This is an optimization exercise on Yosys and OpenROAD, whose aim is small area, a short achievable clock period and few clock cycles, not a production implementation. The RTL was checked by simulation tests, not by an equivalence proof against the original design.

==> inputs of build 46 <==
## nfb_blit
module nfb_blit (
    input  wire        clk,
    input  wire        rst,           
    input  wire        start,         
    input  wire [15:0] start_len,     
    input  wire [1:0]  start_phase,   
    input  wire [3:0]  p_hue,         
    input  wire [9:0]  p_sat,         
    input  wire [9:0]  p_con,         
    input  wire [7:0]  p_bri,         
    input  wire [8:0]  p_sharp,       
    input  wire [8:0]  p_bleed,       
    input  wire        in_valid,
    input  wire [15:0] in_pix,
    output wire        in_ready,
    output reg         out_valid,
    output reg  [15:0] out_pix,
    output reg         done,
    output reg  [1:0]  phase_out,
    output reg         busy
);
    function [17:0] recode;       
        input [9:0] k;
        reg [12:0] kk;
        integer j;
        begin
            kk = {2'b00, k, 1'b0};
            for (j = 0; j < 6; j = j + 1) begin
                recode[j]      = kk[2*j+1] ^ kk[2*j];
  ...
==> flow/config.mk <==
export PLATFORM = sky130hd
export DESIGN_NAME = nfb_blit
export DESIGN_NICKNAME = nfb_blit
export VERILOG_FILES = /design/flow/design.v
export SDC_FILE = /design/flow/constraint.sdc
export NUM_CORES = 4
export LEC_CHECK = 0
export CAP_MARGIN = 20
export CORE_MARGIN = 2
export CORE_UTILIZATION = 65
export CTS_CLUSTER_DIAMETER = 100
export CTS_CLUSTER_SIZE = 24
export SLEW_MARGIN = 20
==> flow/constraint.sdc <==
create_clock -name core_clock -period 24.0 [get_ports {clk}]
set_input_delay 4.8000 -clock core_clock [delete_from_list [all_inputs] [get_ports {clk}]]
set_output_delay 4.8000 -clock core_clock [all_outputs]
set_load 0.01 [all_outputs]
standard.sh (not shown) runs the stock make flow with config.mk's settings and CLKGATE_MAP_FILE= SYNTH_SCRIPT=/design/flow/synth_recipe.tcl, a recipe that flattens the netlist after the stock synthesis.
==> flow/flow/run.sh <==
#!/bin/bash
# The standard layout (the standard.sh, unchanged synthesis and steps),
# with ORFS's timing repair aiming for a setup slack of SETUP_SLACK_MARGIN ns
# at the design's clock period, i.e. for a shorter achieved period. The
# clock period and constraints are the design's. make's output goes to
# flow_make.log; each ORFS step writes its own log under orfs/logs/.
set -euo pipefail
cd "$(dirname "$0")/.."
bash standard.sh SETUP_SLACK_MARGIN=18 finish > flow_make.log 2>&1
==> trial 41: changes against build 46 <==
--- a/flow/design.v
+++ b/flow/design.v
@@ -29,13 +29,14 @@
                 recode[j]      = kk[2*j+1] ^ kk[2*j];
                 recode[6 + j]  = (kk[2*j+2] & ~kk[2*j+1] & ~kk[2*j]) | (~kk[2*j+2] & kk[2*j+1] & kk[2*j]);
                 recode[12 + j] = kk[2*j+2] & ~(kk[2*j+1] & kk[2*j]);
             end
         end
     endfunction
-    reg              empty_r;      
+    reg [15:0]       len_r;
+    reg [1:0]        ph_r;
     reg [8:0]        sharp_r;
     reg [7:0]        bri_r;
     reg [5:0]        dcon_one, dcon_two, dcon_neg;
     reg [5:0]        dsat_one, dsat_two, dsat_neg;
     reg [4:0]        dbl_one, dbl_two, dbl_neg;
     reg [4:0]        dsp_one, dsp_two, dsp_neg;      
@@ -3658,12 +3659,14 @@
     wire [17:0] rc_con = recode(p_con);
     wire [17:0] rc_sat = recode(p_sat);
     wire [17:0] rc_bl  = recode({1'b0, p_bleed});
     wire [17:0] rc_sp  = recode(10'd256 - {1'b0, sharp_r});
     always @(posedge clk) begin
         if (!busy) begin
+            len_r    <= start_len;
+            ph_r     <= start_phase;
             sharp_r  <= p_sharp;
             bri_r    <= p_bri;
             {dcon_neg, dcon_two, dcon_one} <= rc_con;
             {dsat_neg, dsat_two, dsat_one} <= rc_sat;
             {dbl_neg, dbl_two, dbl_one}    <= {rc_bl[16:12], rc_bl[10:6], rc_bl[4:0]};
             {hc_hi, hc_lo, hc_222, hc_n}   <= hcode_p[7:4];
@@ -3736,35 +3739,34 @@
             e4        <= e3;
             l4        <= l3;
             out_valid <= e4;
             done      <= 1'b0;
             if (start && !busy)
                 busy <= 1'b1;
-            if (v0 && busy)
+            if (v0)
                 pc <= (pc == 2'd2) ? 2'd0 : pc + 2'd1;
             if (ew)
                 {pe2, pe1, pe0, pen} <= {pe1, pe0, pe2, !pe2};
             if (step && warm != 2'd2)
                 warm <= warm + 2'd1;
-            if (start && !busy) begin
-                rem  <= start_len;
-                rdy  <= (start_len != 16'd0);
-                pc   <= start_phase;
-                pe0  <= (start_phase == 2'd2);
-                pe1  <= (start_phase == 2'd0);
-                pe2  <= (start_phase == 2'd1);
-                pen  <= (start_phase != 2'd2);
+            if (st) begin
+                rem  <= len_r;
+                rdy  <= (len_r != 16'd0);
+                pc   <= ph_r;
+                pe0  <= (ph_r == 2'd2);
+                pe1  <= (ph_r == 2'd0);
+                pe2  <= (ph_r == 2'd1);
+                pen  <= (ph_r != 2'd2);
                 warm <= 2'd0;
-                empty_r <= (start_len == 16'd0);
             end else if (v0) begin
                 rem <= rem - 16'd1;
             end
-            if (rdy && in_valid && (v0 ? (rem == 16'd2) : (rem == 16'd1)))
+            if (!st && rdy && in_valid && (v0 ? (rem == 16'd2) : (rem == 16'd1)))
                 rdy <= 1'b0;
-            if ((st && empty_r) || l4) begin
+            if ((st && len_r == 16'd0) || l4) begin
                 busy      <= 1'b0;
                 done      <= 1'b1;
-                phase_out <= pc;
+                phase_out <= (st ? ph_r : pc);
             end
         end
     end
 endmodule
- CORE_UTILIZATION: 65 -> 40
- CTS_CLUSTER_DIAMETER: 100 -> not set
- CTS_CLUSTER_SIZE: 24 -> not set
==> trial 77: changes against build 46 <==
- CORE_UTILIZATION: 65 -> 55
==> build 91: changes against build 46 <==
--- a/flow/design.v
+++ b/flow/design.v
@@ -29,13 +29,14 @@
                 recode[j]      = kk[2*j+1] ^ kk[2*j];
                 recode[6 + j]  = (kk[2*j+2] & ~kk[2*j+1] & ~kk[2*j]) | (~kk[2*j+2] & kk[2*j+1] & kk[2*j]);
                 recode[12 + j] = kk[2*j+2] & ~(kk[2*j+1] & kk[2*j]);
             end
         end
     endfunction
-    reg              empty_r;      
+    reg [15:0]       len_r;
+    reg [1:0]        ph_r;
     reg [8:0]        sharp_r;
     reg [7:0]        bri_r;
     reg [5:0]        dcon_one, dcon_two, dcon_neg;
     reg [5:0]        dsat_one, dsat_two, dsat_neg;
     reg [4:0]        dbl_one, dbl_two, dbl_neg;
     reg [4:0]        dsp_one, dsp_two, dsp_neg;      
@@ -3658,12 +3659,14 @@
     wire [17:0] rc_con = recode(p_con);
     wire [17:0] rc_sat = recode(p_sat);
     wire [17:0] rc_bl  = recode({1'b0, p_bleed});
     wire [17:0] rc_sp  = recode(10'd256 - {1'b0, sharp_r});
     always @(posedge clk) begin
         if (!busy) begin
+            len_r    <= start_len;
+            ph_r     <= start_phase;
             sharp_r  <= p_sharp;
             bri_r    <= p_bri;
             {dcon_neg, dcon_two, dcon_one} <= rc_con;
             {dsat_neg, dsat_two, dsat_one} <= rc_sat;
             {dbl_neg, dbl_two, dbl_one}    <= {rc_bl[16:12], rc_bl[10:6], rc_bl[4:0]};
             {hc_hi, hc_lo, hc_222, hc_n}   <= hcode_p[7:4];
@@ -3736,35 +3739,34 @@
             e4        <= e3;
             l4        <= l3;
             out_valid <= e4;
             done      <= 1'b0;
             if (start && !busy)
                 busy <= 1'b1;
-            if (v0 && busy)
+            if (v0)
                 pc <= (pc == 2'd2) ? 2'd0 : pc + 2'd1;
             if (ew)
                 {pe2, pe1, pe0, pen} <= {pe1, pe0, pe2, !pe2};
             if (step && warm != 2'd2)
                 warm <= warm + 2'd1;
-            if (start && !busy) begin
-                rem  <= start_len;
-                rdy  <= (start_len != 16'd0);
-                pc   <= start_phase;
-                pe0  <= (start_phase == 2'd2);
-                pe1  <= (start_phase == 2'd0);
-                pe2  <= (start_phase == 2'd1);
-                pen  <= (start_phase != 2'd2);
+            if (st) begin
+                rem  <= len_r;
+                rdy  <= (len_r != 16'd0);
+                pc   <= ph_r;
+                pe0  <= (ph_r == 2'd2);
+                pe1  <= (ph_r == 2'd0);
+                pe2  <= (ph_r == 2'd1);
+                pen  <= (ph_r != 2'd2);
                 warm <= 2'd0;
-                empty_r <= (start_len == 16'd0);
             end else if (v0) begin
                 rem <= rem - 16'd1;
             end
-            if (rdy && in_valid && (v0 ? (rem == 16'd2) : (rem == 16'd1)))
+            if (!st && rdy && in_valid && (v0 ? (rem == 16'd2) : (rem == 16'd1)))
                 rdy <= 1'b0;
-            if ((st && empty_r) || l4) begin
+            if ((st && len_r == 16'd0) || l4) begin
                 busy      <= 1'b0;
                 done      <= 1'b1;
-                phase_out <= pc;
+                phase_out <= (st ? ph_r : pc);
             end
         end
     end
 endmodule
==> flow/run.sh (new file) <==
#!/bin/bash
# synth_recipe.tcl (not shown) runs the flow's synth.tcl, then flattens the netlist and writes it again
# the make line also repeats each setting of config.mk as NAME=value (left out here)
make -C /OpenROAD-flow-scripts/flow DESIGN_CONFIG=/design/flow/config.mk WORK_HOME=/design/flow/orfs CLKGATE_MAP_FILE= SYNTH_SCRIPT=/design/flow/synth_recipe.tcl finish
- CORE_UTILIZATION: 65 -> 40
- CTS_CLUSTER_DIAMETER: 100 -> not set
- CTS_CLUSTER_SIZE: 24 -> not set
removed: flow/flow/run.sh
removed: flow/standard.sh
==> notes.md <==
metric	trial 41	trial 77	build 46	build 91
Portion of synthesized cell area occupied by the leading cell type	28.6%	28.8%	28.8%	28.6%
Number of sequential storage elements	782	765	765	782
Multi-input combinational area share	63.4%	65.2%	65.3%	63.7%
Maximum clock frequency	0.165 GHz	0.166 GHz	0.166 GHz	0.153 GHz
Pre-CTS worst setup slack	17.20 ns	17.35 ns	17.34 ns	17.36 ns
Die outline height	483 um	411 um	378 um	483 um
Status	no timing/DRC/antenna violations	no timing/DRC/antenna violations	no timing/DRC/antenna violations	no timing/DRC/antenna violations
Diodes inserted	1	1	4	3
Area fraction in compound gates after synthesis	11.0%	11.3%	11.3%	11.0%
TritonCTS Sinks	782	765	765	782
End point of the most critical hold path	s1y0b[4]	s1y0b[12]	s1y0b[11]	s1y0b[12]
Number of cells on the worst reg-to-reg path	21	18	18	20
Final-layout clock buffer total	118	62	65	134
Share of synthesized cell area in and, or, nand and nor gates	6.17%	5.68%	5.68%	6.17%
Area growth from synthesis to layout	8.57%	5.98%	5.92%	7.84%
CTS resizes	134	134	158	0
Relative slew margins	18.1%	30.2%	27.4%	27.0%
Fraction of synthesized area in multiplexers	0.481%	0.498%	0.498%	0.481%
Worst EP arrival	1.28 ns	1.23 ns	1.21 ns	1.72 ns
Effective utilization at floorplan	40.3%	55.2%	65.3%	40.3%
Amount of wire on met3 after detailed routing	11.3 mm	8.37 mm	10.6 mm	10.7 mm
Portion of the layout cell area used by non-clock buffers	2.22%	2.40%	2.62%	1.61%
Footprint of the flip-flops and latches	19800 um^2	19300 um^2	19300 um^2	19700 um^2
Testbench counts of build 46, summed over its fixed seeds: cycles 18,824.
Testbench counts of trial 41, summed over its fixed seeds: cycles 18,888.
Testbench counts of trial 77, summed over its fixed seeds: cycles 18,824.
Testbench counts of build 91, summed over its fixed seeds: cycles 18,888.

==> what the ideal ports hide <==
How much do the figures lean on ideal ports? The routed layouts below were timed once more, with nothing changed but the port constraints.
Step 1, drivers: a clkbuf_16 drives clk and a buf_2 each remaining input, both assumed.
Step 2 also shifts input and output timing later by t, the mid clock arrival at the registers, as if the neighbouring blocks saw the same clock.
a / b / c = ideal / step 1 / step 2; a / b = the first two.
run | t (ns) | setup slack, ns | worst hold slack (ns) | worst setup path at the end | latest minus earliest clock arrival (ns)
build 46 | 0.770 | 17.994 / 17.914 / 17.482 | 0.332 / 0.332 / 0.332 | input to register | 0.055 / 0.055
trial 41 | 0.820 | 17.921 / 17.831 / 17.484 | 0.316 / 0.316 / 0.316 | input to register | 0.072 / 0.072
trial 77 | 0.776 | 17.970 / 17.885 / 17.429 | 0.324 / 0.324 / 0.324 | input to register | 0.061 / 0.061
build 91 | 0.827 | 17.481 / 17.393 / 17.410 | 0.325 / 0.325 / 0.325 | input to register | 0.072 / 0.072
After both steps every run listed still meets setup and hold. The setup slack of trial 77, which loses most, moves by -0.085 ns with the drivers and by -0.541 ns with both steps.
